Background: an optimization exercise with open tools, aiming at small area. Do not read the settings as production practice.
At most, simulation tests tie the RTL to the original design; equivalence was not proved.
No functional check of the RTL was part of run 4.
The clock port is modelled as an ideal driver; clocking choices that lean on that would not hold on a real chip.
Power and IR drop assume default switching activity.

## design/flow/flow/run.sh

```bash
#!/bin/bash
# The standard layout (standard.sh), with three changes:
# - every port gets the smallest buffer cell (sky130_fd_sc_hd__buf_1);
# - the clock tree uses clkbuf_8/clkbuf_4 buffers and no dummy loads;
# - ABC maps the logic for area only (flow/area.abc instead of the
#   standard abc_area.script); the rest of the synthesis is the standard flow's own.
# Each tool's output goes to standard.log and to ORFS's logs under orfs/.
set -euo pipefail
W=$PWD
export BUFFER_PORTS_ARGS="-buffer_cell sky130_fd_sc_hd__buf_1"
export CTS_ARGS="-sink_clustering_enable -repair_clock_nets -dont_use_dummy_load -buf_list sky130_fd_sc_hd__clkbuf_4 -root_buf sky130_fd_sc_hd__clkbuf_8"
cat > "$W/flow_synth.tcl" <<EOF
proc abc {args} {
  set i [lsearch -exact \$args -script]
  if { \$i >= 0 } { lset args [expr { \$i + 1 }] $W/flow/area.abc }
  yosys abc {*}\$args
}
source $W/synth_recipe.tcl
EOF
sed "s#SYNTH_SCRIPT=[^ ]*#SYNTH_SCRIPT=$W/flow_synth.tcl#" standard.sh > standard_area.sh
bash standard_area.sh > standard.log 2>&1
```

## design/flow/flow/area.abc

```
strash
dch
map -a
topo
stime -c
dnsize -c
```

## design/flow/standard.sh

```bash
#!/bin/bash
# synth_recipe.tcl (not shown) runs the flow's synth.tcl, then flattens the netlist and writes it again
# the make line also repeats each setting of config.mk as NAME=value (left out here)
make -C /OpenROAD-flow-scripts/flow DESIGN_CONFIG=/design/flow/config.mk WORK_HOME=/design/flow/orfs CLKGATE_MAP_FILE= SYNTH_SCRIPT=/design/flow/synth_recipe.tcl "${@:-finish}"
```

## design/flow/config.mk

```make
export PLATFORM = sky130hd
export DESIGN_NAME = alu_adder
export DESIGN_NICKNAME = alu_adder
export VERILOG_FILES = /design/flow/design.v
export SDC_FILE = /design/flow/constraint.sdc
export NUM_CORES = 4
export LEC_CHECK = 0
export ABC_AREA = 1
export CAP_MARGIN = 20
export CORE_MARGIN = 2
export CORE_UTILIZATION = 40
export SLEW_MARGIN = 20
```

## design/flow/constraint.sdc

```tcl
create_clock -name core_clock -period 20.0 [get_ports {clk}]
set_input_delay 4.0000 -clock core_clock [delete_from_list [all_inputs] [get_ports {clk}]]
set_output_delay 4.0000 -clock core_clock [all_outputs]
set_load 0.01 [all_outputs]
```

## design/flow/design.v

```verilog
module alu_adder (
    input             clk,
    input             rst,
    input             req_valid,
    output            req_ready,
    input      [7:0]  ctrl,
    input      [31:0] src,
    input      [31:0] dest,
    input             flag_we,
    input      [5:0]  flag_wdata,
    output reg        resp_valid,
    output     [31:0] result,
    output     [5:0]  flags,
    output reg        faulted,
    output     [2:0]  fault_cause
);
    localparam K_X = 3'd0, K_R = 3'd1, K_H = 3'd2, K_M = 3'd3;
    localparam K_D = 3'd4, K_G = 3'd5, K_I = 3'd6, K_S = 3'd7;
    reg cf, pf, af, zf, sf, of;
    assign flags = {of, sf, zf, af, pf, cf};
    reg [2:0]  ph;
    assign fault_cause = {ph[1], ~ph[1], ph[0]};
    reg [4:0]  cnt;
    reg        t;           
    reg [31:0] A;
    reg [31:0] Q;
    assign result = A;
    reg  [6:0] ctrl_r;
    wire [4:0] op = ctrl_r[4:0];
    wire [1:0] wc = ctrl_r[6:5];
    wire illegal_op = ctrl[7] | (ctrl[4:0] > 5'd16);
    wire illegal_w  = (ctrl[6:5] == 2'b11);
    wire bad = illegal_op | illegal_w;
    wire op_addsub = (op[4:2] == 3'b000);           
    wire op_sub    = op[1];
    wire op_carry  = op[0];
    wire op_mul    = (op == 5'd4) | (op == 5'd5);
    wire op_div    = (op == 5'd6) | (op == 5'd7);
    wire op_mod    = (op == 5'd8) | (op == 5'd9);
    wire op_dm     = op_div | op_mod;
    wire op_signed = op[0] & (op_mul | op_dm);      
    wire op_logic  = (op == 5'd10) | (op == 5'd11) | (op == 5'd12);
    wire op_shl    = (op == 5'd13) | (op == 5'd16);
    wire op_shr    = (op == 5'd14);
    wire op_sar    = (op == 5'd15);
    wire op_shrx   = op_shr | op_sar;
    wire w8  = (wc == 2'b00);
    wire w16 = (wc == 2'b01);
    wire g1 = wc[1] | wc[0];
    wire g2 = wc[1];
    wire [31:0] mask = {{16{g2}}, {8{g1}}, 8'hFF};
    function msb_w(input [31:0] x, input [1:0] c);
        msb_w = c[1] ? x[31] : c[0] ? x[15] : x[7];
    endfunction
    wire sn = msb_w(src, wc);
    wire dn = msb_w(dest, wc);
    wire pn = sn ^ dn;                            
    wire [4:0] c = src[4:0];
    wire c_zero = (c == 5'd0);
    wire c_big  = w8 ? (c[4] | c[3]) : w16 ? c[4] : 1'b0;    
    wire [4:0] c_at = {(g2 | op_shl) ? c[4] : 1'b1, (w8 & ~op_shl) ? 1'b1 : c[3], c[2:0]};
    wire at_c = (cnt == c_at);
    wire last = (cnt == 5'd0);
    reg [2:0] kind;
    always @(*) begin
        kind = K_X;
        if (op_addsub)
            kind = (ph == 3'd0) ? K_X : K_R;
        else if (op_logic)
            kind = (ph == 3'd2) ? K_G : K_X;
        else if (op_mul)
            case (ph)
                3'd0, 3'd1, 3'd3: kind = K_X;
                3'd2: kind = K_M;
                default: kind = K_H;
            endcase
        else if (op_dm)
            case (ph)
                3'd0, 3'd1, 3'd2, 3'd5: kind = K_X;
                3'd3: kind = K_D;
                3'd4: kind = op_mod ? K_R : K_H;
                default: kind = K_H;
            endcase
        else if (op_shl)
            kind = (ph == 3'd0) ? K_X : K_I;
        else
            kind = (ph == 3'd2) ? K_S : K_X;
    end
    reg ins, x32on, mk;
    reg ys, yd, inv, cin;
    reg qbit;
    wire [32:0] x = {A[31] & x32on, A[30:0], ins};
    wire [31:0] ysm = {{16{ys & g2}}, {8{ys & g1}}, {8{ys}}};
    wire [31:0] ydm = {{16{yd & g2}}, {8{yd & g1}}, {8{yd}}};
    wire [31:0] ivm = {{16{inv & g2}}, {8{inv & g1}}, {8{inv}}};
    wire [31:0] y = ((ysm & src) | (ydm & dest)) ^ ivm;
    wire [33:0] cy;
    wire [33:0] S;
    assign cy[0] = cin;
    genvar i;
    generate
        for (i = 0; i < 32; i = i + 1) begin : g_fa
            assign S[i] = x[i] ^ y[i] ^ cy[i];
            assign cy[i+1] = (x[i] & y[i]) | (x[i] & cy[i]) | (y[i] & cy[i]);
        end
    endgenerate
    assign S[32] = x[32] ^ cy[32];
    assign cy[33] = x[32] & cy[32];
    assign S[33] = cy[33];
    wire s_w   = wc[1] ? S[32] : wc[0] ? S[16] : S[8];       
    wire s_w1  = wc[1] ? S[33] : wc[0] ? S[17] : S[9];       
    wire s_msb = msb_w(S[31:0], wc);                         
    wire q_top = msb_w(Q, wc);                               
    wire q_chk = wc[1] ? Q[30] : wc[0] ? Q[14] : Q[6];       
    wire n_zf = ((S[31:0] & mask) == 32'd0);
    wire n_pf = ~^S[7:0];
    wire n_sf = s_msb;
    wire kill8  = mk & w8;
    wire kill16 = mk & w16;
    reg ready_c;         
    reg fault_c;         
    reg wflags;          
    reg n_cf, n_of;
    reg t_n;
    wire sub_step = ~t;                           
    wire neg = op_signed & (op_mod ? dn : pn);    
    always @(*) begin
        ins = 1'b0; x32on = 1'b1; mk = 1'b1;
        ys = 1'b0; yd = 1'b0; inv = 1'b0; cin = 1'b0;
        qbit = Q[31];
        ready_c = 1'b0; fault_c = 1'b0; wflags = 1'b0;
        n_cf = 1'b0; n_of = 1'b0;
        t_n = t;
        case (kind)
            K_X: begin
                mk = 1'b0;
                qbit = A[31];
                if ((op_mul & (ph == 3'd1)) | (op_dm & (ph == 3'd2))) t_n = 1'b0;
                if (last) begin
                    if (ph == 3'd0) begin
                        if (op_addsub | op_shrx) begin
                            yd = 1'b1;
                        end else if (op_mul) begin
                            ys = 1'b1; inv = op_signed & sn; cin = op_signed & sn;
                        end else if (op_dm | op_logic) begin
                            ys = 1'b1;
                            t_n = n_zf;
                        end
                    end else if (ph == 3'd1) begin
                        if (op_dm) begin
                            yd = 1'b1; inv = op_signed & dn; cin = op_signed & dn;
                        end else if (op_logic) begin
                            yd = 1'b1;
                        end else if (op_shrx) begin
                            inv = op_sar & dn;             
                            if (c_big) begin
                                ready_c = 1'b1; wflags = 1'b1;
                                n_cf = S[0];
                                n_of = op_shr & dn;
                            end
                        end
                    end
                end
                if (op_dm & (ph == 3'd1) & t) begin
                    ready_c = 1'b1; fault_c = 1'b1;    
                end
            end
            K_R: begin
                ins = A[31]; x32on = 1'b0; mk = last;
                if (last) begin
                    ys = op_addsub | t;
                    if (op_addsub) begin
                        inv = op_sub;
                        cin = op_sub ^ (op_carry & cf);
                        ready_c = 1'b1; wflags = 1'b1;
                        n_cf = s_w ^ op_sub;
                        n_of = (dn ~^ (sn ^ op_sub)) & (s_msb ^ dn);
                    end else begin
                        inv = t & op_signed & sn; cin = t & op_signed & sn;
                        t_n = op_signed & ~pn & q_chk;
                    end
                end
            end
            K_H: begin
                ins = Q[31] ^ neg;
                if (last) begin
                    cin = neg;
                    ready_c = 1'b1;
                    if (op_mul) begin
                        wflags = 1'b1;
                        n_cf = t | (op_signed & ~((n_sf == pn) | n_zf));
                        n_of = n_cf;
                    end else if (op_div) begin
                        fault_c = op_signed & ~pn & n_sf;
                    end else begin
                        fault_c = t;
                    end
                end
            end
            K_M: begin
                yd = Q[31];
                inv = Q[31] & op_signed & dn; cin = Q[31] & op_signed & dn;
                t_n = t | s_w | s_w1;
            end
            K_D: begin
                ins = Q[31];
                ys = 1'b1;
                inv = sub_step ^ (op_signed & sn); cin = sub_step ^ (op_signed & sn);
                t_n = s_w ^ sub_step;
                qbit = ~(s_w ^ sub_step);
            end
            K_G: begin
                mk = 1'b0;
                ins = (op == 5'd10) ? (A[31] & Q[31]) :
                      (op == 5'd11) ? (A[31] | Q[31]) : (A[31] ^ Q[31]);
                if (last) begin
                    ready_c = 1'b1; wflags = 1'b1;
                end
            end
            K_I: begin
                yd = at_c;
                if (last) begin
                    ready_c = 1'b1; wflags = ~c_zero;
                    n_cf = s_w;
                    n_of = s_w ^ s_msb;
                end
            end
            default: begin   
                ins = q_top;
                if (at_c) begin
                    ready_c = 1'b1; wflags = ~c_zero;
                    n_cf = q_chk;                  
                    n_of = op_shr & dn;
                end
            end
        endcase
        if (bad) begin
            ready_c = 1'b1; fault_c = 1'b1;
        end
    end
    wire active = req_valid & ~faulted;
    assign req_ready = ~faulted & ready_c;
    wire accept = active & ready_c;
    wire [31:0] a_keep = {14'h3FFF, ~kill16, ~kill16, 6'h3F, ~kill8, ~kill8, 8'hFF};
    always @(posedge clk) begin
        A <= S[31:0] & a_keep;
        ctrl_r <= ctrl[6:0];
        Q <= {Q[30:0], qbit};
        t <= t_n;
    end
    wire fc_lo = bad ? ~illegal_op : (kind == K_H);
    always @(posedge clk) begin
        if (rst) begin
            ph <= 3'd0;
            cnt <= 5'd31;
            resp_valid <= 1'b0;
            faulted <= 1'b0;
            {of, sf, zf, af, pf, cf} <= 6'd0;
        end else begin
            resp_valid <= accept & ~fault_c;
            if (faulted) begin
            end else if (~active | accept) begin
                ph <= (accept & fault_c) ? {1'b0, bad, fc_lo} : 3'd0;
                cnt <= 5'd31;
            end else begin
                cnt <= cnt - 5'd1;
                if (last) ph <= ph + 3'd1;
            end
            if (accept & fault_c) faulted <= 1'b1;
            if (accept & ~fault_c & wflags) begin
                cf <= n_cf;
                pf <= n_pf;
                zf <= n_zf;
                sf <= n_sf;
                of <= n_of;
            end
            if (flag_we) {of, sf, zf, af, pf, cf} <= flag_wdata;
        end
    end
endmodule
```

==> impl_metrics.csv, run 1 <==
group,metric,value,unit
power_and_ir_drop,p_comb_share,44.9,%
drt,wl_per_cell,16.4,um
clocking,cts_hold_buf,0,
worst_setup_path,timing.critical_path.slowest_stage_cell,"a21oi_1",
timing,max_freq,52.1,MHz
clocking,cts_inserted_buffers,9,
worst_setup_path,cp_common_cell,"fa_1",
timing,tightest_slew,0.871,ns
synthesis,synth_edf_count,1,
synthesis,synth_area_leader_cell,"dfxtp_1",
worst_setup_path,critPathMaxFanout,10,
grt,grt_overflow,0,
run,cap_violations,0,
drt,drtIter0Drc,312,
power_and_ir_drop,p_per_area,121,nW/um2
grt,grt_start_max_net_pins,39,
hold_path,hp-class,"reg -> reg",
drt,ant_nets,0,
drt,drcViolationCount,0,
synthesis,synthArstFlopShare,0,%
synthesis,synth.distinct_cells,36,
timing,post-route-period-util,95.9,%
die,core,12500,um2
clocking,clk_pin_slew_worst_paths,0.10,ns
power_and_ir_drop,intPower,415,uW
die,rows,41,
die,die_area,13600,um2
synthesis,synth.area.top_cells,"dfxtp_1 34%, fa_1 13%, clkinv_1 6.7%",
clocking,clock-root-buffer,"clkbuf_8",
layout,area_delta_synth_final,15.8,%
timing,hold_violations,0,
worst_setup_path,end_kind,"flip-flop",
power_and_ir_drop,swShare,41.5,%
layout,finish.utilization,47.0,%
synthesis,synth_top_area_share,34.3,%
timing,max-slew-margin-rel,41.7,%
grt,track_usage,23.0,%
clocking,cts_max_level,3,
timing,drv_slew,0,
grt,use_met3,4.10,%
drt,via_per_inst,5.20,
grt,antenna_found_initial,0,
synthesis,synth_area,5070,um2
power_and_ir_drop,leakage,0.00239,uW
layout,regArea,1770,um2
grt,grt_pass1_wl,23.6,mm
placement,dp_hpwl,12.0,mm
grt,met1_usage,31.9,%
clocking,clock-sinks,88,
die,pin_count,126,
grt,top_usage_layer,"met2",
synthesis,synth_cells,625,
die,fp.dieH,117,um
synthesis,syn_nets,753,
timing,setup_viol,0,
synthesis,synthFlopType,"dfxtp_1",
drt,dr_total_vias,4833,
timing,period_needed,19.18,ns
die,fp.dieW,117,um
drt,firstDrtPassIters,5,
timing,finalSetupTns,0,ns
status,status,"no timing/DRC/antenna violations",
clocking,insertion_delay,0.38,ns
clocking,clockBufferDepth,2,
layout,fillers,1289,
power_and_ir_drop,seqPwrFrac,41.0,%
synthesis,avgSynthCellArea,8.12,um2
timing,skew,0.0245,ns
worst_setup_path,crit_type,"in -> reg",
worst_setup_path,cp.arrival,19.44,ns
timing,rsz0062_at_grt,"false",
worst_setup_path,cp-start-kind,"primary input",
layout,antenna_cells,0,
synthesis,ys_seq_area_share,34.9,%
synthesis,yosysWarnings,1,
placement,io_buffers,125,
die,start_util,40.5,%
layout,drive_above_1_share,2.25,%
drt,wl,15.2,mm
power_and_ir_drop,ir_worst_vdd,0.0612,mV
power_and_ir_drop,power,710,uW
layout,layout_common_cells,"125 x buf_1, 90 x clkinv_1, 87 x dfxtp_1, 74 x nor2_1, 70 x nand2_1",
layout,multiInputGateArea,2910,um2
synthesis,ys_ff_latch,88,
clocking,cts_tree,"done",
power_and_ir_drop,power_frac_clock,14.1,%
grt,use_met2,36.6,%
layout,finalNetCount,887,
layout,layout_commonest_cell,"buf_1",
placement,routabilityCongestion,0.928,
grt,grt_pass1_vias,4568,
clocking,post_cts_buffers,0,
worst_setup_path,slowest_delay,0.49,ns
clocking,ctsResizeCount,0,
worst_setup_path,cp.required,20.26,ns
power_and_ir_drop,p_switching,295,uW
==> cells in the mapped netlist, types with 5 or more instances <==
cell type	instances
a211oi_1	7
clkinv_1	90
nor2_1	75
o21ai_0	29
a22oi_1	12
xor2_1	34
nor4_1	8
xnor2_1	8
ha_1	14
nand2_1	70
buf_4	8
nand3_1	61
fa_1	32
o211ai_1	5
a21oi_1	37
nand4_1	6
dfxtp_1	87
nor3_1	16
==> area by class of cell <==
type | count | share of cell area, %
Clock buffer | 9 | 2.11
Multi-Input combinational cell | 439 | 49.6
Timing Repair Buffer | 131 | 8.75
Tap cell | 172 | 3.66
Sequential cell | 88 | 30.1
Inverter | 90 | 5.75
==> sequential cells by signal, indices dropped and copies added, names as in the netlist <==
signal / count
cf: 1
faulted: 1
ctrl_r: 7
zf: 1
A: 32
pf: 1
af: 1
Q: 32
cnt: 5
t: 1
of: 1
sf: 1
ph: 3
resp_valid: 1
==> stage by stage <==
stage               setup WS [ns]  hold WS, ns  instances  area (um2)
global placement            0.795        0.311        920        5750
floorplan                   0.808        0.310        625        5070
detailed placement          0.562        0.312        920        5750
global route                0.158        0.319        929        5880
CTS                         0.901        0.311        929        5880
finish                      0.824        0.307        929        5880
==> layer usage <==
layer | wire, um | part of all wire [%]
met1 | 7110 | 47
met2 | 6810 | 45
met3 | 994 | 6.5
met4 | 329 | 2.2
met5 | 0 | 0
==> worst max-delay path, delay by kind of cell <==
kind	cells	cell delay (ns)
and+or+nand+nor	6	0.59
buffers and inverters	7	0.85
AOI/OAI and AO/OA	11	2.31
adders and majority gates	32	11.52
xor gates and xnor gates	1	0.12
==> logic make-up (layout without fill, tap and decap cells) <==
group,count (synthesis),count (layout),synth area share (%)
adder cells (fa/ha/maj),46,46,16.1
XOR/XNOR,42,42,7.25
AND/OR/NAND/NOR,240,240,20.6
flip-flops,88,88,34.9
AO/OA/AOI/OAI,111,111,13.3
buffers and inverters,98,230,7.84
==> power by group through the flow <==
stage | Clock, uW | Sequential [uW] | Combinational [uW]
6_report | 100 | 291 | 319
2_1_floorplan | 0 | 303 | 201
3_5_place_dp | 0 | 296 | 318
3_3_place_gp | 0 | 295 | 318
5_1_grt | 110 | 301 | 364
4_1_cts | 104 | 293 | 322
==> path summary, 6_finish.rpt <==
kind,startpoint,end,slack [ns],cells after the start
worst min-delay path,Q[28],Q[29],0.31,0
worst min register to register,Q[28],Q[29],0.31,0
worst max-delay path,dest[15],cf,0.82,57
worst max register to register,ctrl_r[0],cf,2.41,63
==> run 2, diff against run 1 <==
==> design/flow/flow/area.abc (replaced) <==
strash
&get -n
&dch
&nf -p -R 1000 -F 8 -C 32
&put
topo
stime -c
dnsize -c
--- a/design/flow/config.mk
+++ b/design/flow/config.mk
@@ -10,3 +10,3 @@
 export CORE_MARGIN = 2
-export CORE_UTILIZATION = 40
+export CORE_UTILIZATION = 70
 export SLEW_MARGIN = 20
==> run 2 against run 1 <==
  * Register-to-register slack got worse by 0.92 ns
  * Fmax decreased by 1.2%
  * Die area decreased by 44%
  * Largest cell class unchanged
  * Cell area decreased by 5.2%
  * Critical path type unchanged
==> impl_metrics.csv, run 2 <==
group,metric,value,unit
die,start_util,71.6,%
layout,regArea,1770,um2
power_and_ir_drop,power_frac_clock,12.9,%
grt,track_usage,40.8,%
synthesis,synth_area_leader_cell,"dfxtp_1",
timing,finalSetupTns,0,ns
grt,grt_start_max_net_pins,19,
placement,dp_hpwl,11.7,mm
timing,max_freq,51.5,MHz
grt,antenna_found_initial,0,
drt,wl_per_cell,20.9,um
timing,skew,0.0287,ns
synthesis,synthArstFlopShare,0,%
placement,routabilityCongestion,1.06,
worst_setup_path,reg2reg_from,"ctrl_r[1]",
synthesis,ys_seq_area_share,36.6,%
synthesis,synth.area.top_cells,"dfxtp_1 36%, fa_1 13%, a22oi_1 5.1%",
synthesis,avgSynthCellArea,9.55,um2
synthesis,synthTopCellsByCount,"87 x dfxtp_1, 47 x nor2_1, 37 x a21oi_1, 33 x a22oi_1, 33 x nand2_1",
worst_setup_path,slowest_delay,0.48,ns
layout,drive_above_1_share,3.58,%
worst_setup_path,cp-endpoint,"cf",
timing,tightest_slew,0.975,ns
timing,max-slew-margin-rel,34.4,%
die,fp.dieW,87.1,um
worst_setup_path,timing.critical_path.slowest_stage_cell,"fa_1",
synthesis,synth_area,4830,um2
die,fp.dieH,87.1,um
layout,area_delta_synth_final,15.2,%
die,rows,30,
timing,hold_violations,0,
clocking,cts_max_level,3,
power_and_ir_drop,p_per_area,136,nW/um2
layout,multiInputGateArea,2900,um2
worst_setup_path,cp_common_cell,"fa_1",
worst_setup_path,startpoint,"dest[31]",
power_and_ir_drop,ir_worst_vdd,0.0966,mV
drt,drcViolationCount,0,
drt,drtIter0Drc,548,
timing,setup_viol,0,
drt,dr_total_vias,4865,
worst_setup_path,cp.arrival,19.61,ns
timing,drv_slew,0,
layout,layout_common_cells,"125 x buf_1, 87 x dfxtp_1, 47 x nor2_1, 37 x a21oi_1",
synthesis,synth_edf_count,1,
synthesis,ys_ff_latch,88,
placement,place_area,5430,um2
drt,route.met3.wl,1.85,mm
clocking,cts_tree,"done",
worst_setup_path,crit_type,"in -> reg",
power_and_ir_drop,leakage,0.00201,uW
grt,grt_pass1_wl,23.6,mm
hold_path,hp-class,"reg -> reg",
drt,ant_nets,0,
worst_setup_path,cp-start-kind,"primary input",
die,pin_count,126,
worst_setup_path,critPathMaxFanout,6,
power_and_ir_drop,p_comb_share,46.7,%
worst_setup_path,rr_worst_depth,60,
die,die_area,7590,um2
worst_setup_path,end_kind,"flip-flop",
clocking,clk_pin_slew_worst_paths,0.10,ns
clocking,insertion_delay,0.37,ns
layout,finish.utilization,82.4,%
grt,grt_pass1_vias,4890,
power_and_ir_drop,p_switching,322,uW
layout,final_area,5570,um2
synthesis,synth_cells,506,
placement,io_buffers,125,
drt,via_per_inst,6.73,
clocking,clock-root-buffer,"clkbuf_8",
layout,fillers,420,
layout,antenna_cells,0,
clocking,clock-sinks,88,
status,status,"no timing/DRC/antenna violations",
timing,rsz0062_at_grt,"false",
clocking,cts_inserted_buffers,9,
hold_path,min_from,"Q[19]",
synthesis,synth.distinct_cells,50,
worst_setup_path,r2r-end,"cf",
synthesis,synth_top_area_share,36.0,%
power_and_ir_drop,intPower,434,uW
grt,grt_overflow,0,
drt,highest_layer,"met4",
synthesis,yosysMostFrequentCell,"dfxtp_1",
layout,top_regs,"A: 32 flops, Q: 32 flops, ctrl_r: 7 flops",
timing,post-route-period-util,97.0,%
power_and_ir_drop,swShare,42.6,%
synthesis,yosysWarnings,1,
layout,finalNetCount,773,
synthesis,synthFlopType,"dfxtp_1",
synthesis,syn_nets,634,
die,core,6760,um2
worst_setup_path,cp.required,20.20,ns
power_and_ir_drop,seqPwrFrac,40.4,%
timing,period_needed,19.41,ns
worst_setup_path,r2r_slack,1.49,ns
drt,wl_met1,5.37,mm
timing,hold_ws,0.314,ns
clocking,clockBufferDepth,2,
drt,wl,15.1,mm
drt,firstDrtPassIters,8,
layout,layout_commonest_cell,"buf_1",
drt,wl_met2,7.19,mm
run,cap_violations,0,
==> run 2: cell type report <==
class                      count  share of cell area, %
timing repair buffer         136                   9.91
multi-input combinational    378                   52.1
clock buffer                   9                   2.22
inverter                      32                   2.16
sequential                    88                   31.8
tap                           80                   1.80
==> run 2: cells by family after synthesis <==
family / count (synthesis) / share of synthesized area, %
AO/OA/AOI/OAI: 141 / 19.4
AND/OR/NAND/NOR: 139 / 13.8
flip-flops: 88 / 36.6
XOR/XNOR: 48 / 8.70
adder cells (fa/ha/maj): 46 / 16.9
buffers and inverters: 40 / 3.73
multiplexers: 4 / 0.854
==> run 2: per-layer routing <==
| metal | vias up | track usage (%) |
|---|---|---|
| met4 | 0 | 23.1 |
| met5 | - | 0 |
| met3 | 93 | 10.0 |
| met1 | 2248 | 49.1 |
| li1 | 2094 | - |
| met2 | 430 | 66.8 |
==> run 2: timing repair <==
item / in CTS / in global routing
setup endpoints to repair: 0 / 4
gates resized for setup: 0 / 2
buffers inserted: 0 / 0
endpoints found under the hold margin: 0 / 0
hold buffers: 0 / 0
==> run 2: power by group through the flow <==
stage | clock, uW | combinational (uW) | sequential (uW)
5_1_grt | 103 | 387 | 313
6_report | 97.1 | 353 | 305
4_1_cts | 98.1 | 347 | 305
3_5_place_dp | 0 | 341 | 308
3_3_place_gp | 0 | 322 | 302
2_1_floorplan | 0 | 205 | 308
==> run 2: worst max-delay path, delay by kind of cell <==
kind	cells	cell delay, ns
AOI/OAI and AO/OA	11	2.04
and+or+nand+nor	5	0.92
buffers and inverters	4	0.48
xor gates and xnor gates	2	0.32
adders and majority gates	32	11.83
==> run 2: worst min-delay path by stage <==
| stage | end | slack (ns) | cells past startpoint |
|---|---|---|---|
| 2_1_floorplan | Q[10] | 0.31 | 0 |
| 3_3_place_gp | Q[14] | 0.31 | 0 |
| 3_5_place_dp | Q[9] | 0.31 | 0 |
| 4_1_cts | Q[20] | 0.31 | 0 |
| 5_1_grt | Q[20] | 0.32 | 0 |
| 6_report | Q[20] | 0.31 | 0 |
==> run 2: per-stage QoR <==
step           worst slack (ns)  std cells  total power, uW
2_1_floorplan              1.23        506              513
4_1_cts                   0.595        723              749
3_5_place_dp              0.261        714              649
5_1_grt                  0.0903        723              802
6_report                  0.595        723              756
3_3_place_gp              0.641        714              625
==> run 3, diff against run 2 <==
--- a/design/flow/config.mk
+++ b/design/flow/config.mk
@@ -10,3 +10,3 @@
 export CORE_MARGIN = 2
-export CORE_UTILIZATION = 70
+export CORE_UTILIZATION = 40
 export SLEW_MARGIN = 20
==> run 3 against run 2 <==
  * Still clean on timing, DRC and antenna
  * Clock power up 0.7%
  * Sequential share of layout area down 0.40 points
  * Clock skew down 0.014 ns
  * Core utilization down 35 points
  * Sequential power down 2%
  * Flip-flop and latch count unchanged
  * Synthesized cell count unchanged
  * Non-clock buffer count unchanged
  * Register-to-register slack better by 0.68 ns
  * Total power down 4.2%
  * Critical path type unchanged
  * Critical endpoint unchanged
  * Highest routed layer unchanged
==> impl_metrics.csv, run 3 <==
group,metric,value,unit
run,cap_violations,0,
hold_path,min_from,"Q[8]",
layout,area_delta_synth_final,16.7,%
clocking,ctsResizeCount,0,
worst_setup_path,r2r-end,"cf",
timing,post-route-period-util,95.8,%
synthesis,synth_cells,506,
worst_setup_path,cp.required,20.22,ns
clocking,cts_hold_buf,0,
die,core,11900,um2
clocking,post_cts_buffers,0,
grt,track_usage,21.6,%
synthesis,ys_seq_area_share,36.6,%
die,pin_count,126,
worst_setup_path,cp_common_cell,"fa_1",
layout,top_regs,"A: 32 flops, Q: 32 flops, ctrl_r: 7 flops",
grt,antenna_found_initial,0,
worst_setup_path,crit_type,"in -> reg",
placement,io_buffers,125,
clocking,clk_pin_slew_worst_paths,0.09,ns
worst_setup_path,critPathBufInv,4,
layout,finish.utilization,47.4,%
worst_setup_path,cp-start-kind,"primary input",
worst_setup_path,timing.critical_path.slowest_stage_cell,"fa_1",
grt,top_usage_layer,"met2",
worst_setup_path,cp.arrival,19.39,ns
die,start_util,40.6,%
timing,setup_viol,0,
synthesis,yosysWarnings,1,
timing,skew,0.0149,ns
die,fp.dieH,114,um
synthesis,synthFlopType,"dfxtp_1",
worst_setup_path,slowest_delay,0.50,ns
timing,tightest_slew,0.846,ns
grt,use_met3,4.04,%
synthesis,yosysMostFrequentCell,"dfxtp_1",
layout,fillers,1182,
synthesis,synth_top_area_share,36.0,%
grt,met1_usage,30.0,%
drt,drtIter0Drc,247,
grt,grt_pass1_wl,21.4,mm
placement,dp_hpwl,10.8,mm
timing,hold_ws,0.315,ns
layout,drive_above_1_share,3.27,%
synthesis,avgSynthCellArea,9.55,um2
power_and_ir_drop,swShare,40.7,%
worst_setup_path,rr_worst_depth,59,
timing,rsz0062_at_grt,"false",
timing,finalSetupTns,0,ns
drt,dr_total_vias,4320,
worst_setup_path,critPathMaxFanout,6,
timing,max-slew-margin-rel,43.5,%
placement,routabilityCongestion,0.888,
synthesis,synthTopCellsByCount,"87 x dfxtp_1, 47 x nor2_1, 37 x a21oi_1, 33 x a22oi_1, 33 x nand2_1",
synthesis,syn_nets,634,
layout,finalNetCount,773,
timing,period_needed,19.17,ns
grt,use_met2,33.1,%
power_and_ir_drop,intPower,430,uW
power_and_ir_drop,power_frac_clock,13.5,%
worst_setup_path,cpLargestDelayFamily,"adder cells",
worst_setup_path,reg2reg_from,"ctrl_r[1]",
synthesis,synth.area.top_cells,"dfxtp_1 36%, fa_1 13%, a22oi_1 5.1%",
power_and_ir_drop,ir_worst_vdd,0.0504,mV
timing,max_freq,52.2,MHz
grt,grt_overflow,0,
grt,grt_pass1_vias,4138,
layout,final_cells,790,
power_and_ir_drop,p_per_area,128,nW/um2
synthesis,synth_area,4830,um2
clocking,insertion_delay,0.38,ns
hold_path,hold_depth,0,
power_and_ir_drop,leakage,0.00200,uW
timing,hold_violations,0,
worst_setup_path,worst-path-stages,54,
power_and_ir_drop,p_comb_share,45.1,%
drt,wl_per_cell,17.3,um
clocking,cts_inserted_buffers,9,
worst_setup_path,r2r_slack,2.17,ns
synthesis,synth_area_leader_cell,"dfxtp_1",
drt,wl,13.7,mm
clocking,cts_max_level,3,
clocking,clock-root-buffer,"clkbuf_8",
die,fp.dieW,114,um
drt,ant_nets,0,
worst_setup_path,end_kind,"flip-flop",
clocking,clock-sinks,88,
drt,drcViolationCount,0,
grt,grt_start_max_net_pins,18,
drt,firstDrtPassIters,5,
placement,dp_cells,781,
synthesis,synthArstFlopShare,0,%
power_and_ir_drop,p_switching,294,uW
power_and_ir_drop,seqPwrFrac,41.3,%
hold_path,hp-class,"reg -> reg",
layout,antenna_cells,0,
die,die_area,13000,um2
synthesis,synth.distinct_cells,50,
status,status,"no timing/DRC/antenna violations",
synthesis,ys_ff_latch,88,
hold_path,min_to,"Q[9]",
drt,via_per_inst,5.47,
layout,layout_common_cells,"125 x buf_1, 87 x dfxtp_1, 47 x nor2_1, 37 x a21oi_1",
layout,layout_commonest_cell,"buf_1",
clocking,clockBufferDepth,2,
timing,drv_slew,0,
die,rows,40,
synthesis,synth_edf_count,1,
clocking,cts_tree,"done",
[run 3: cell counts after synthesis]
Identical to the previous run, type by type.
[run 3: worst max-delay path by stage]
stage,end,startpoint
floorplan,cf,src[15]
global placement,cf,dest[31]
detailed placement,cf,dest[31]
CTS,cf,dest[31]
global route,cf,dest[31]
finish,cf,dest[31]
[run 3: kinds of logic (layout without fill, tap and decap cells)]
group	after synthesis	count (layout)	share of synthesized area [%]
simple gates	139	139	13.8
buf+inv	40	177	3.73
mux	4	4	0.854
fa+ha+maj	46	46	16.9
compound gates	141	141	19.4
xor+xnor	48	48	8.70
flops	88	88	36.6
[run 3: final cells by class]
| class | count | area, um2 | area share, % |
|---|---|---|---|
| inverters | 32 | 120 | 2.13 |
| multi-input cells | 378 | 2890 | 51.2 |
| clock buffers | 9 | 124 | 2.20 |
| well taps | 147 | 184 | 3.26 |
| repair buffers | 136 | 552 | 9.78 |
| flip-flops and latches | 88 | 1770 | 31.4 |
[run 3: metrics by stage]
stage	setup slack [ns]	area (um2)	total power, uW
after global placement	0.779	5520	629
after CTS	0.843	5640	733
final	0.830	5640	724
after global routing	0.115	5640	785
after floorplan	1.23	4830	513
after detailed placement	0.524	5520	629
[run 3: per-layer routing]
layer / vias up / part of all wire, %
met5: - / 0
met4: 0 / 2.2
li1: 2102 / -
met2: 147 / 44
met3: 23 / 6.0
met1: 2048 / 48
[run 3: worst reg2reg max path: cells and delay by family (launching register included)]
kind            cells  cell delay [ns]
compound gates     14             2.77
xor+xnor            1             0.11
fa+ha+maj          32            11.51
buf+inv             3             0.48
flops               1             0.50
simple gates        9             2.29
[run 3: power by group through the flow]
| stage | combinational, uW | sequential, uW | clock [uW] |
|---|---|---|---|
| 6_report | 327 | 299 | 97.8 |
| 5_1_grt | 366 | 310 | 109 |
| 4_1_cts | 330 | 302 | 102 |
| 3_5_place_dp | 324 | 305 | 0 |
| 3_3_place_gp | 325 | 304 | 0 |
| 2_1_floorplan | 205 | 308 | 0 |
==> run 4, diff against run 3 <==
--- a/design/flow/design.v
+++ b/design/flow/design.v
@@ -28,2 +28,3 @@
     reg  [6:0] ctrl_r;
+    reg        sn, dn;      
     wire [4:0] op = ctrl_r[4:0];
@@ -54,4 +55,2 @@
     endfunction
-    wire sn = msb_w(src, wc);
-    wire dn = msb_w(dest, wc);
     wire pn = sn ^ dn;                            
@@ -247,2 +246,4 @@
         ctrl_r <= ctrl[6:0];
+        sn <= msb_w(src, ctrl[6:5]);
+        dn <= msb_w(dest, ctrl[6:5]);
         Q <= {Q[30:0], qbit};
==> run 4 against run 3 <==
  * Still clean on timing, DRC and antenna
  * Flip-flop and latch count increased by 2
  * Via count increased by 3.0%
  * Non-clock buffer count decreased by 8
  * Synthesized cell count increased by 1.6%
  * Register-to-register slack got worse by 0.72 ns
  * Routed wire length increased by 0.62%
  * Synthesized area increased by 1.6%
  * First-iteration DRC count increased by 31%
  * Die area increased by 1.5%
==> impl_metrics.csv, run 4 <==
group,metric,value,unit
grt,antenna_found_initial,0,
drt,drtIter0Drc,324,
timing,drv_slew,0,
worst_setup_path,cp.required,20.23,ns
drt,firstDrtPassIters,5,
layout,area_delta_synth_final,15.5,%
die,fp.dieW,115,um
timing,setup_viol,0,
synthesis,yosysWarnings,1,
hold_path,hp-class,"reg -> reg",
power_and_ir_drop,leakage,0.00202,uW
worst_setup_path,cp_common_cell,"fa_1",
placement,io_buffers,125,
synthesis,syn_nets,642,
timing,max_freq,53.0,MHz
worst_setup_path,end_kind,"flip-flop",
status,status,"no timing/DRC/antenna violations",
timing,period_needed,18.85,ns
synthesis,synthTopCellsByCount,"89 x dfxtp_1, 49 x nor2_1, 38 x xnor2_1",
layout,multiInputGateArea,2930,um2
worst_setup_path,slowest_delay,0.66,ns
layout,top_regs,"A: 32 flops, Q: 32 flops, ctrl_r: 7 flops",
synthesis,synthFlopType,"dfxtp_1",
placement,dp_hpwl,10.9,mm
synthesis,synthArstFlopShare,0,%
grt,grt_start_max_net_pins,20,
synthesis,avgSynthCellArea,9.55,um2
synthesis,synth_xor_xnor_area_share,8.38,%
timing,tightest_slew,1.03,ns
power_and_ir_drop,p_per_area,123,nW/um2
synthesis,synth_area,4910,um2
drt,wl,13.7,mm
layout,final_area,5670,um2
synthesis,ys_seq_area_share,36.9,%
synthesis,synth.area.top_cells,"dfxtp_1 36%, fa_1 13%, xnor2_1 6.8%",
drt,dr_total_vias,4451,
placement,preCtsSetupSlack,0.813,ns
die,core,12000,um2
placement,routabilityCongestion,0.877,
worst_setup_path,critPathMaxFanout,10,
worst_setup_path,crit_type,"in -> reg",
grt,grt_pass1_wl,22.3,mm
timing,post-route-period-util,94.3,%
placement,place_area,5540,um2
layout,regArea,1810,um2
layout,layout_common_cells,"125 x buf_1, 89 x dfxtp_1, 49 x nor2_1, 38 x xnor2_1",
drt,wl_per_cell,17.4,um
clocking,clockBufferDepth,2,
timing,finalSetupTns,0,ns
layout,fillers,1221,
synthesis,ys_ff_latch,90,
clocking,cts_tree,"done",
die,pin_count,126,
synthesis,synth_area_leader_cell,"dfxtp_1",
layout,finalNetCount,773,
power_and_ir_drop,ir_worst_vdd,0.0553,mV
grt,grt_overflow,0,
synthesis,synth_compound_area_share,18.2,%
clocking,ctsResizeCount,0,
timing,hold_violations,0,
layout,layout_commonest_cell,"buf_1",
synthesis,synth.distinct_cells,50,
die,rows,40,
clocking,post_cts_buffers,0,
drt,ant_nets,0,
synthesis,muxShareOfSynthArea,0.815,%
synthesis,synth_top_area_share,36.3,%
synthesis,synth_top_family_by_area,"compound AO/OA/AOI/OAI gates",
timing,rsz0062_at_grt,"false",
clocking,clock-sinks,90,
clocking,cts_hold_buf,0,
grt,track_usage,21.8,%
worst_setup_path,cp-start-kind,"primary input",
drt,drcViolationCount,0,
drt,via_per_inst,5.63,
timing,max-slew-margin-rel,31.0,%
clocking,clock-root-buffer,"clkbuf_8",
synthesis,post_synth_and_or_nand_nor_area_fraction,15.2,%
clocking,insertion_delay,0.39,ns
run,cap_violations,0,
worst_setup_path,timing.critical_path.slowest_stage_cell,"a41oi_1",
timing,setup_ws,1.15,ns
die,die_area,13200,um2
die,fp.dieH,115,um
timing,skew,0.0329,ns
worst_setup_path,cp.arrival,19.08,ns
synthesis,synth_edf_count,1,
layout,drive_above_1_share,2.33,%
power_and_ir_drop,power,700,uW
synthesis,yosysMostFrequentCell,"dfxtp_1",
layout,antenna_cells,0,
die,start_util,40.9,%
synthesis,synth_cells,514,
clocking,cts_max_level,3,
grt,grt_pass1_vias,4323,
clocking,clk_pin_slew_worst_paths,0.07,ns
synthesis,synthAdderAreaFrac,16.6,%
clocking,cts_inserted_buffers,9,
## run 4: final cells by class
type | count | share of cell area [%]
clock buffer | 9 | 2.18
inverter | 35 | 2.32
multi-input combinational | 381 | 51.7
sequential | 90 | 31.9
tap | 147 | 3.24
timing repair buffer | 128 | 8.67
## run 4: final timing paths
path	slack (ns)	end	depth (start not counted)	start
worst min register to register	0.32	Q[24]	0	Q[23]
worst max-delay path	1.15	pf	53	src[3]
worst min-delay path	0.32	Q[24]	0	Q[23]
worst max register to register	1.45	pf	58	ctrl_r[1]
## run 4: worst max-delay path: cells and delay by family
family	cells	cell delay [ns]
buffers and inverters	4	0.48
AND/OR/NAND/NOR	6	0.95
adder cells (fa/ha/maj)	32	11.54
AO/OA/AOI/OAI	10	1.90
XOR/XNOR	1	0.17
## run 4: cell families (layout without fill, tap and decap cells)
family,Yosys count,count (layout)
adders and majority gates,46,46
AOI/OAI and AO/OA,131,131
buffers and inverters,43,172
xor gates and xnor gates,47,47
muxes,4,4
DFF,90,90
and+or+nand+nor,153,153
## run 4: per-stage QoR
stage | std cells | utilization (%) | hold WS [ns]
floorplan | 514 | - | 0.310
global placement | 781 | 46.1 | 0.311
detailed placement | 781 | 46.1 | 0.312
CTS | 790 | 47.1 | 0.330
global route | 790 | 47.2 | 0.332
finish | 790 | 47.2 | 0.324
## run 4: per-layer routing
metal | share of wire [%] | track usage (%)
met2 | 45 | 33.2
met1 | 47 | 31.1
met3 | 5.9 | 4.53
met5 | 0 | 0
met4 | 2.1 | 7.47
## run 4: where the power goes
group | internal, uW | switching [uW]
clock network | 40.3 | 56.3
registers | 253 | 45.5
logic | 128 | 177
total | 421 | 279
==> run 5, diff against run 4 <==
--- a/design/flow/design.v
+++ b/design/flow/design.v
@@ -28,3 +28,2 @@
     reg  [6:0] ctrl_r;
-    reg        sn, dn;      
     wire [4:0] op = ctrl_r[4:0];
@@ -55,2 +54,4 @@
     endfunction
+    wire sn = msb_w(src, wc);
+    wire dn = msb_w(dest, wc);
     wire pn = sn ^ dn;                            
@@ -58,5 +59,4 @@
     wire c_zero = (c == 5'd0);
-    wire c_big  = w8 ? (c[4] | c[3]) : w16 ? c[4] : 1'b0;    
-    wire [4:0] c_at = {(g2 | op_shl) ? c[4] : 1'b1, (w8 & ~op_shl) ? 1'b1 : c[3], c[2:0]};
-    wire at_c = (cnt == c_at);
+    wire sneg   = op_sar & dn;                   
+    wire at_c = (cnt == c);
     wire last = (cnt == 5'd0);
@@ -111,3 +111,2 @@
     wire s_msb = msb_w(S[31:0], wc);                         
-    wire q_top = msb_w(Q, wc);                               
     wire q_chk = wc[1] ? Q[30] : wc[0] ? Q[14] : Q[6];       
@@ -141,2 +140,3 @@
                             yd = 1'b1;
+                            inv = sneg;                    
                         end else if (op_mul) begin
@@ -153,8 +153,3 @@
                         end else if (op_shrx) begin
-                            inv = op_sar & dn;             
-                            if (c_big) begin
-                                ready_c = 1'b1; wflags = 1'b1;
-                                n_cf = S[0];
-                                n_of = op_shr & dn;
-                            end
+                            inv = sneg;                    
                         end
@@ -227,6 +222,6 @@
             default: begin   
-                ins = q_top;
+                ins = Q[31] ^ sneg;
                 if (at_c) begin
                     ready_c = 1'b1; wflags = ~c_zero;
-                    n_cf = q_chk;                  
+                    n_cf = Q[30] ^ sneg;           
                     n_of = op_shr & dn;
@@ -246,4 +241,2 @@
         ctrl_r <= ctrl[6:0];
-        sn <= msb_w(src, ctrl[6:5]);
-        dn <= msb_w(dest, ctrl[6:5]);
         Q <= {Q[30:0], qbit};
==> run 5 against run 4 <==
  * Sequential power is essentially flat
  * Register-to-register slack better by 0.58 ns
  * Final cell count is 2.5% lower
  * Global-route usage down 0.85 points
  * First-iteration DRC count decreased by 2.2%
  * Core utilization rose by 0.85 points
  * Sequential share of layout area rose by 0.063 points
  * Die area shrank 3.1%
  * Hold slack about the same
  * Synthesized area decreased by 3.2%
==> impl_metrics.csv, run 5 <==
group,metric,value,unit
placement,routabilityCongestion,0.929,
synthesis,synthFlopType,"dfxtp_1",
worst_setup_path,reg2reg_from,"ctrl_r[1]",
die,core,11500,um2
worst_setup_path,cp-endpoint,"of",
worst_setup_path,critPathMaxFanout,6,
synthesis,post_synth_and_or_nand_nor_area_fraction,14.0,%
drt,drcViolationCount,0,
clocking,insertion_delay,0.36,ns
timing,rsz0062_at_grt,"false",
synthesis,syn_nets,621,
layout,drive_above_1_share,3.03,%
synthesis,yosysMostFrequentCell,"dfxtp_1",
drt,firstDrtPassIters,19,
synthesis,ys_seq_area_share,37.3,%
worst_setup_path,cp.required,20.25,ns
synthesis,avgSynthCellArea,9.64,um2
worst_setup_path,r2r_slack,2.03,ns
die,pin_count,126,
grt,track_usage,21.0,%
synthesis,yosysWarnings,1,
clocking,clockBufferDepth,2,
die,fp.dieW,113,um
placement,io_buffers,125,
worst_setup_path,slowest_delay,0.55,ns
synthesis,synth.area.top_cells,"dfxtp_1 37%, fa_1 13%, xor2_1 6.6%",
layout,layout_commonest_cell,"buf_1",
grt,grt_start_max_net_pins,17,
grt,grt_overflow,0,
clocking,clock-sinks,88,
timing,tightest_slew,0.849,ns
synthesis,synth_edf_count,1,
timing,setup_viol,0,
synthesis,synth.distinct_cells,46,
synthesis,synth_top_family_by_area,"compound AO/OA/AOI/OAI gates",
timing,hold_violations,0,
timing,drv_slew,0,
synthesis,synth_cells,493,
layout,antenna_cells,0,
grt,antenna_found_initial,0,
clocking,cts_inserted_buffers,9,
synthesis,synth_top_area_share,36.7,%
synthesis,synth_area_leader_cell,"dfxtp_1",
synthesis,synth_xor_xnor_area_share,9.22,%
drt,wl_per_cell,16.9,um
die,start_util,41.3,%
power_and_ir_drop,p_per_area,129,nW/um2
clocking,cts_tree,"done",
synthesis,ys_ff_latch,88,
worst_setup_path,rr_worst_depth,52,
worst_setup_path,cp_common_cell,"fa_1",
drt,ant_nets,0,
worst_setup_path,r2r-end,"of",
drt,via_per_inst,5.34,
synthesis,synthTopCellsByCount,"87 x dfxtp_1, 40 x nand2_1, 36 x nor2_1, 36 x xor2_1",
layout,finalNetCount,757,
synthesis,synth_compound_area_share,17.5,%
clocking,ctsResizeCount,0,
die,fp.dieH,113,um
clocking,post_cts_buffers,0,
hold_path,min_from,"Q[7]",
clocking,cts_hold_buf,0,
worst_setup_path,crit_type,"in -> reg",
synthesis,synthArstFlopShare,0,%
worst_setup_path,timing.critical_path.slowest_stage_cell,"or3_1",
grt,grt_pass1_wl,20.8,mm
clocking,clock-root-buffer,"clkbuf_8",
worst_setup_path,cp-start-kind,"primary input",
clocking,clk_pin_slew_worst_paths,0.08,ns
status,status,"no timing/DRC/antenna violations",
timing,max-slew-margin-rel,42.9,%
layout,area_delta_synth_final,16.5,%
synthesis,synthAdderAreaFrac,17.2,%
timing,post-route-period-util,95.9,%
drt,wl,13.0,mm
worst_setup_path,end_kind,"flip-flop",
hold_path,hp-class,"reg -> reg",
drt,dr_total_vias,4111,
worst_setup_path,cp.arrival,19.42,ns
placement,dp_hpwl,10.4,mm
worst_setup_path,startpoint,"dest[15]",
timing,finalSetupTns,0,ns
grt,grt_pass1_vias,4119,
layout,fillers,1131,
placement,preCtsSetupSlack,0.286,ns
layout,layout_common_cells,"125 x buf_1, 87 x dfxtp_1, 40 x nand2_1, 36 x nor2_1, 36 x xor2_1",
drt,drtIter0Drc,317,
power_and_ir_drop,ir_worst_vdd,0.0945,mV
timing,setup_ws,0.823,ns
timing,max_freq,52.1,MHz
run,cap_violations,0,
layout,top_regs,"A: 32 flops, Q: 32 flops, ctrl_r: 7 flops",
timing,skew,0.0169,ns
synthesis,muxShareOfSynthArea,0.843,%
clocking,cts_max_level,3,
die,die_area,12800,um2
die,rows,39,
power_and_ir_drop,leakage,0.00198,uW
synthesis,synth_area,4750,um2
timing,period_needed,19.18,ns
## run 5: changes by cell type after synthesis, sizes merged, moves of 4 or more
cell   delta
nand4     -5
a31oi    -10
xnor2    -24
or4       -4
nand2     +5
xor2     +27
nor2     -13
## run 5: kinds of logic after synthesis
group / after synthesis
simple gates: 139
compound gates: 124
flops: 88
xor+xnor: 50
fa+ha+maj: 46
buf+inv: 42
mux: 4
## run 5: report_power, final
part           leakage (uW)  internal (uW)  switching [uW]
clock             0.0000647           40.3            55.2
combinational       0.00118            135             185
sequential         0.000739            250            48.7
## run 5: cell type report
type | count | area, um2 | area share (%)
multi-input cells | 363 | 2810 | 50.7
inverters | 34 | 128 | 2.31
clock buffers | 9 | 124 | 2.24
flip-flops and latches | 88 | 1770 | 32.0
well taps | 143 | 179 | 3.23
repair buffers | 133 | 529 | 9.56
## run 5: worst max-delay path, delay by kind of cell
family	cells	cell delay, ns
AOI/OAI and AO/OA	9	1.98
xor gates and xnor gates	2	0.47
adders and majority gates	32	11.54
buffers and inverters	4	0.43
and+or+nand+nor	4	1.00
## run 5: worst min path at each step
| stage | end | slack (ns) | depth (start not counted) |
|---|---|---|---|
| 6_report | Q[8] | 0.32 | 0 |
| 5_1_grt | Q[8] | 0.33 | 0 |
| 4_1_cts | Q[8] | 0.33 | 0 |
| 3_5_place_dp | Q[24] | 0.31 | 0 |
| 3_3_place_gp | Q[1] | 0.31 | 0 |
| 2_1_floorplan | Q[10] | 0.31 | 0 |
## run 5: stage by stage
step           util (%)  area (um2)  instances  power, uW  hold slack (ns)
2_1_floorplan         -        4750        493        508            0.310
3_3_place_gp       46.9        5400        761        622            0.311
3_5_place_dp       46.9        5400        761        622            0.312
4_1_cts            48.0        5520        770        725            0.329
5_1_grt            48.1        5540        770        776            0.330
6_report           48.1        5540        770        714            0.325
## run 5: per-layer routing
| layer | share of wire, % | global-route usage (%) | vias to the layer above |
|---|---|---|---|
| li1 | - | - | 2013 |
| met1 | 46 | 27.5 | 1927 |
| met2 | 46 | 34.1 | 151 |
| met3 | 6.2 | 5.09 | 20 |
| met4 | 1.9 | 7.32 | 0 |
| met5 | 0 | 0 | - |
==> run 6, diff against run 5 <==
--- a/design/flow/flow/run.sh
+++ b/design/flow/flow/run.sh
@@ -5,3 +5,5 @@
 # - ABC maps the logic for area only (flow/area.abc instead of the
-#   standard abc_area.script); the rest of the synthesis is the standard flow's own.
+#   standard abc_area.script); the rest of the synthesis is the standard flow's own;
+# - after CTS, flow/clock_down.tcl gives each clock buffer the smallest
+#   size that keeps every flip-flop clock pin's slew within 110 ps.
 # Each tool's output goes to standard.log and to ORFS's logs under orfs/.
@@ -10,2 +12,3 @@
 export BUFFER_PORTS_ARGS="-buffer_cell sky130_fd_sc_hd__buf_1"
+export POST_CTS_TCL="$W/flow/clock_down.tcl"
 export CTS_ARGS="-sink_clustering_enable -repair_clock_nets -dont_use_dummy_load -buf_list sky130_fd_sc_hd__clkbuf_4 -root_buf sky130_fd_sc_hd__clkbuf_8"
==> design/flow/flow/clock_down.tcl (new file) <==
set db [ord::get_db]
set block [ord::get_db_block]
set limit 0.110
proc worst_clk_slew {} {
  set worst 0
  foreach p [get_pins -hierarchical */CLK] {
    set sl [get_property $p slew_max]
    if { $sl > $worst } { set worst $sl }
  }
  return $worst
}
foreach inst [$block getInsts] {
  set name [$inst getName]
  if { ![string match "clkbuf_*_clk" $name] } { continue }
  set orig [[$inst getMaster] getName]
  foreach cand {sky130_fd_sc_hd__clkbuf_2 sky130_fd_sc_hd__clkbuf_4 sky130_fd_sc_hd__clkbuf_8 sky130_fd_sc_hd__clkbuf_16} {
    if { $cand == $orig } { break }
    $inst swapMaster [$db findMaster $cand]
    estimate_parasitics -placement
    if { [worst_clk_slew] <= $limit } { break }
    $inst swapMaster [$db findMaster $orig]
  }
  estimate_parasitics -placement
  puts "clock buffer $name: [[$inst getMaster] getName]"
}
puts "worst clock pin slew [worst_clk_slew]"
==> run 6 against run 5 <==
  * Largest power group unchanged
  * Largest cell class unchanged
  * Register-to-register slack lost 0.12 ns
  * Non-clock buffer count stayed put
  * Combinational power is essentially flat
  * Clock power is 9.0% lower
  * Hold slack gained 0.0068 ns
  * Synthesized area unchanged
  * First-iteration DRC count fell by 7.3%
  * Sequential share of layout area increased by 0.19 points
  * Routed wire length rose by 0.17%
  * Cell area is 0.59% lower
  * Synthesized cell count stayed put
==> impl_metrics.csv, run 6 <==
group,metric,value,unit
worst_setup_path,timing.critical_path.slowest_stage_cell,"a2111oi_1",
synthesis,ys_ff_latch,88,
drt,firstDrtPassIters,18,
grt,grt_start_max_net_pins,17,
worst_setup_path,critPathMaxFanout,6,
layout,drive_above_1_share,2.71,%
worst_setup_path,cp.arrival,19.61,ns
worst_setup_path,r2r-end,"of",
synthesis,synth_top_area_share,36.7,%
grt,antenna_found_initial,0,
worst_setup_path,cp_common_cell,"fa_1",
layout,antenna_cells,0,
timing,tightest_slew,0.845,ns
placement,place_area,5400,um2
synthesis,synth_cells,493,
clocking,cts_tree,"done",
synthesis,synth_area,4750,um2
worst_setup_path,crit_type,"in -> reg",
timing,post-route-period-util,95.7,%
layout,finalNetCount,757,
worst_setup_path,end_kind,"flip-flop",
status,status,"no timing/DRC/antenna violations",
drt,drtIter0Drc,294,
power_and_ir_drop,p_per_area,128,nW/um2
drt,wl,13.0,mm
drt,via_per_inst,5.33,
worst_setup_path,r2r_slack,1.91,ns
die,core,11500,um2
synthesis,synth.distinct_cells,46,
layout,layout_commonest_cell,"buf_1",
placement,dp_hpwl,10.4,mm
run,cap_violations,0,
worst_setup_path,cp-start-kind,"primary input",
drt,dr_total_vias,4106,
layout,area_delta_synth_final,15.9,%
layout,layout_common_cells,"125 x buf_1, 87 x dfxtp_1, 40 x nand2_1, 36 x nor2_1, 36 x xor2_1",
synthesis,synth_area_leader_cell,"dfxtp_1",
grt,grt_pass1_wl,20.8,mm
timing,skew,0.0235,ns
die,fp.dieH,113,um
synthesis,synthTopCellsByCount,"87 x dfxtp_1, 40 x nand2_1, 36 x nor2_1, 36 x xor2_1",
grt,track_usage,21.0,%
hold_path,hold_depth,0,
hold_path,min_to,"Q[1]",
timing,hold_ws,0.331,ns
clocking,clock-sinks,88,
synthesis,yosysMostFrequentCell,"dfxtp_1",
grt,grt_pass1_vias,4114,
worst_setup_path,rr_worst_depth,52,
placement,routabilityCongestion,0.929,
hold_path,min_from,"Q[0]",
drt,ant_nets,0,
placement,io_buffers,125,
synthesis,avgSynthCellArea,9.64,um2
worst_setup_path,cp.required,20.47,ns
layout,fillers,1127,
synthesis,synth.area.top_cells,"dfxtp_1 37%, fa_1 13%, xor2_1 6.6%",
timing,hold_violations,0,
synthesis,synthFlopType,"dfxtp_1",
drt,wl_per_cell,16.9,um
synthesis,yosysWarnings,1,
layout,final_area,5500,um2
die,die_area,12800,um2
timing,period_needed,19.14,ns
synthesis,ys_seq_area_share,37.3,%
timing,max-slew-margin-rel,43.2,%
drt,drcViolationCount,0,
die,fp.dieW,113,um
synthesis,synthArstFlopShare,0,%
clocking,clk_pin_slew_worst_paths,0.10,ns
layout,top_regs,"A: 32 flops, Q: 32 flops, ctrl_r: 7 flops",
grt,grt_overflow,0,
power_and_ir_drop,ir_worst_vdd,0.0945,mV
synthesis,syn_nets,621,
timing,finalSetupTns,0,ns
timing,drv_slew,0,
hold_path,hp-class,"reg -> reg",
worst_setup_path,reg2reg_from,"ctrl_r[1]",
power_and_ir_drop,leakage,0.00197,uW
die,start_util,41.3,%
timing,rsz0062_at_grt,"false",
die,rows,39,
worst_setup_path,slowest_delay,0.58,ns
synthesis,synth_edf_count,1,
clocking,insertion_delay,0.57,ns
die,pin_count,126,
timing,setup_viol,0,
timing,max_freq,52.3,MHz
power_and_ir_drop,power,705,uW
==> run 6: critical path: cells and delay by family <==
family | cells | cell delay, ns
XOR/XNOR | 2 | 0.48
adder cells (fa/ha/maj) | 32 | 11.54
AND/OR/NAND/NOR | 4 | 0.99
AO/OA/AOI/OAI | 9 | 2.15
buffers and inverters | 4 | 0.44
==> run 6: cell families after synthesis <==
logic type / Yosys count / share of synthesized area, %
AO/OA/AOI/OAI: 124 / 17.5
buffers and inverters: 42 / 3.95
AND/OR/NAND/NOR: 139 / 14.0
XOR/XNOR: 50 / 9.22
multiplexers: 4 / 0.843
adder cells (fa/ha/maj): 46 / 17.2
flip-flops: 88 / 37.3
==> run 6: power breakdown <==
part | internal, uW | total [uW] | leakage [uW] | switching (uW)
clock | 32.2 | 86.9 | 0.0000565 | 54.7
combinational | 135 | 319 | 0.00117 | 185
sequential | 250 | 299 | 0.000739 | 48.5
total | 417 | 705 | 0.00197 | 288
==> run 6: stage by stage <==
| stage | util [%] | cells | worst slack (ns) |
|---|---|---|---|
| 6_report | 47.8 | 770 | 0.863 |
| 5_1_grt | 47.8 | 770 | 0.105 |
| 3_5_place_dp | 46.9 | 761 | 0.286 |
| 3_3_place_gp | 46.9 | 761 | 0.306 |
| 2_1_floorplan | - | 493 | 1.35 |
==> run 6: per-layer routing <==
metal	vias to the layer above	part of all wire (%)	GRT usage, %
met5	-	0	0
met4	0	1.9	7.32
met3	19	6.0	5.09
met2	133	47	34.0
met1	1944	45	27.5
li1	2010	-	-
==> run 6: worst max path at each step <==
stage | start | end | slack (ns) | cells past startpoint
global route | dest[15] | cf | 0.10 | 52
floorplan | dest[15] | of | 1.35 | 49
global placement | dest[15] | of | 0.31 | 51
detailed placement | dest[15] | of | 0.29 | 51
finish | dest[15] | of | 0.86 | 51
==> run 6: final cells by class <==
cell class	count	area (um2)	area share [%]
clock buffer	9	103	1.86
inverter	34	128	2.32
multi-input combinational	363	2790	50.8
sequential	88	1770	32.2
tap	143	179	3.25
timing repair buffer	133	529	9.62
==> run 7, diff against run 6 <==
--- a/design/flow/flow/run.sh
+++ b/design/flow/flow/run.sh
@@ -1,3 +1,3 @@
 #!/bin/bash
-# The standard layout (standard.sh), with three changes:
+# The standard layout (standard.sh), with four changes:
 # - every port gets the smallest buffer cell (sky130_fd_sc_hd__buf_1);
==> run 7 against run 6 <==
  * Still clean on timing, DRC and antenna
  * Final cell count unchanged
  * Register-to-register slack about the same
  * Via count unchanged
  * Total power unchanged
  * Critical path type unchanged
  * Critical endpoint unchanged
==> impl_metrics.csv, run 7 <==
group,metric,value,unit
run,cap_violations,0,
hold_path,min_to,"Q[1]",
drt,drcViolationCount,0,
worst_setup_path,worst-path-stages,51,
timing,tightest_slew,0.845,ns
die,rows,39,
die,die_area,12800,um2
drt,ant_nets,0,
timing,post-route-period-util,95.7,%
worst_setup_path,slowest_delay,0.58,ns
die,core,11500,um2
layout,drive_above_1_share,2.71,%
placement,io_buffers,125,
drt,wl,13.0,mm
hold_path,hp-class,"reg -> reg",
worst_setup_path,r2r_slack,1.91,ns
worst_setup_path,cp.required,20.47,ns
layout,top_regs,"A: 32 flops, Q: 32 flops, ctrl_r: 7 flops",
placement,routabilityCongestion,0.929,
timing,max-slew-margin-rel,43.2,%
hold_path,hold_depth,0,
layout,layout_common_cells,"125 x buf_1, 87 x dfxtp_1, 40 x nand2_1, 36 x nor2_1, 36 x xor2_1",
timing,rsz0062_at_grt,"false",
die,pin_count,126,
timing,hold_violations,0,
worst_setup_path,cpLargestDelayFamily,"adder cells",
drt,firstDrtPassIters,18,
synthesis,synth_cells,493,
synthesis,syn_nets,621,
power_and_ir_drop,ir_worst_vdd,0.0945,mV
synthesis,ys_ff_latch,88,
worst_setup_path,critPathMaxFanout,6,
synthesis,synthTopCellsByCount,"87 x dfxtp_1, 40 x nand2_1, 36 x nor2_1, 36 x xor2_1",
worst_setup_path,cp.arrival,19.61,ns
timing,max_freq,52.3,MHz
power_and_ir_drop,leakage,0.00197,uW
worst_setup_path,timing.critical_path.slowest_stage_cell,"a2111oi_1",
hold_path,min_from,"Q[0]",
grt,grt_pass1_vias,4114,
worst_setup_path,cp-start-kind,"primary input",
worst_setup_path,rr_worst_depth,52,
drt,drtIter0Drc,294,
drt,wl_per_cell,16.9,um
grt,grt_pass1_wl,20.8,mm
synthesis,ys_seq_area_share,37.3,%
synthesis,synthArstFlopShare,0,%
clocking,cts_tree,"done",
synthesis,synth_edf_count,1,
synthesis,synth.area.top_cells,"dfxtp_1 37%, fa_1 13%, xor2_1 6.6%",
synthesis,synth_area,4750,um2
synthesis,yosysMostFrequentCell,"dfxtp_1",
worst_setup_path,r2r-end,"of",
layout,finish.utilization,47.8,%
synthesis,synth_area_leader_cell,"dfxtp_1",
worst_setup_path,reg2reg_from,"ctrl_r[1]",
timing,setup_viol,0,
synthesis,synthFlopType,"dfxtp_1",
power_and_ir_drop,p_per_area,128,nW/um2
die,start_util,41.3,%
die,fp.dieW,113,um
layout,layout_commonest_cell,"buf_1",
worst_setup_path,end_kind,"flip-flop",
grt,antenna_found_initial,0,
layout,finalNetCount,757,
layout,area_delta_synth_final,15.9,%
synthesis,yosysWarnings,1,
grt,grt_start_max_net_pins,17,
timing,period_needed,19.14,ns
timing,drv_slew,0,
synthesis,synth_top_area_share,36.7,%
worst_setup_path,crit_type,"in -> reg",
drt,dr_total_vias,4106,
grt,track_usage,21.0,%
timing,hold_ws,0.331,ns
synthesis,synth.distinct_cells,46,
worst_setup_path,critPathBufInv,4,
clocking,clock-sinks,88,
die,fp.dieH,113,um
timing,skew,0.0235,ns
timing,finalSetupTns,0,ns
worst_setup_path,cp_common_cell,"fa_1",
clocking,clk_pin_slew_worst_paths,0.10,ns
drt,via_per_inst,5.33,
synthesis,avgSynthCellArea,9.64,um2
clocking,insertion_delay,0.57,ns
layout,antenna_cells,0,
placement,dp_hpwl,10.4,mm
status,status,"no timing/DRC/antenna violations",
grt,grt_overflow,0,
[run 7: cell counts after synthesis]
Identical to the previous run, type by type.
[run 7: power breakdown]
group          total (uW)  internal [uW]  switching (uW)
clock network        86.9           32.2            54.7
logic                 319            135             185
registers             299            250            48.5
[run 7: layout make-up]
cell class / instances / area (um2)
fillers: 1127 / 6010
multi-input cells: 363 / 2790
flip-flops and latches: 88 / 1770
repair buffers: 133 / 529
well taps: 143 / 179
inverters: 34 / 128
clock buffers: 9 / 103
[run 7: per-layer routing]
metal	up-vias	global-route usage, %	routed length, um
met3	19	5.09	783
met1	1944	27.5	5900
met2	133	34.0	6070
met4	0	7.32	250
met5	-	0	0
li1	2010	-	-
[run 7: metrics by stage]
step                instances  area, um2  setup WS, ns  total power, uW
global placement          761       5400         0.306              622
global route              770       5500         0.105              767
floorplan                 493       4750          1.35              508
finish                    770       5500         0.863              705
detailed placement        761       5400         0.286              622
[run 7: worst max path at each step]
| stage | slack, ns | endpoint | startpoint |
|---|---|---|---|
| detailed placement | 0.29 | of | dest[15] |
| global placement | 0.31 | of | dest[15] |
| floorplan | 1.35 | of | dest[15] |
| global route | 0.10 | cf | dest[15] |
| finish | 0.86 | of | dest[15] |
[run 7: logic make-up after synthesis]
family                     share of synthesized area [%]
DFF                                                 37.3
xor gates and xnor gates                            9.22
buffers and inverters                               3.95
adders and majority gates                           17.2
and+or+nand+nor                                     14.0
muxes                                              0.843
AOI/OAI and AO/OA                                   17.5

## port drivers added, routing unchanged
The flow's constraints put no driver on any port. The routed layouts listed below were extracted and timed again, unchanged, in two steps.
Step 1 sets driving cells, clkbuf_16 on the clock port and buf_2 on the other inputs (assumed; they add their load-dependent delay and slew).
Step 2, shift: input delay + t, output delay - t, t = (earliest + latest rising clock arrival at the registers) / 2. This alone moves slack from input paths to output paths.
Slacks: ideal / step 1 / step 2; pairs: ideal / step 1.
| run | t, ns | setup WS [ns] | clock arrival spread, ns | worst slew at a driven data input, ns |
|---|---|---|---|---|
| run 1 | 0.403 | 0.824 / 0.837 / 0.434 | 0.028 / 0.029 | 0.04 |
| run 2 | 0.390 | 0.595 / 0.599 / 0.209 | 0.029 / 0.028 | 0.05 |
| run 3 | 0.404 | 0.830 / 0.838 / 0.434 | 0.022 / 0.022 | 0.04 |
| run 4 | 0.404 | 1.145 / 1.151 / 0.747 | 0.033 / 0.033 | 0.04 |
| run 5 | 0.392 | 0.823 / 0.833 / 0.442 | 0.017 / 0.017 | 0.04 |
| run 6 | 0.589 | 0.863 / 0.871 / 0.282 | 0.024 / 0.023 | 0.04 |
| run 7 | 0.589 | 0.863 / 0.871 / 0.282 | 0.024 / 0.023 | 0.04 |
After both steps every run listed still meets setup and hold.
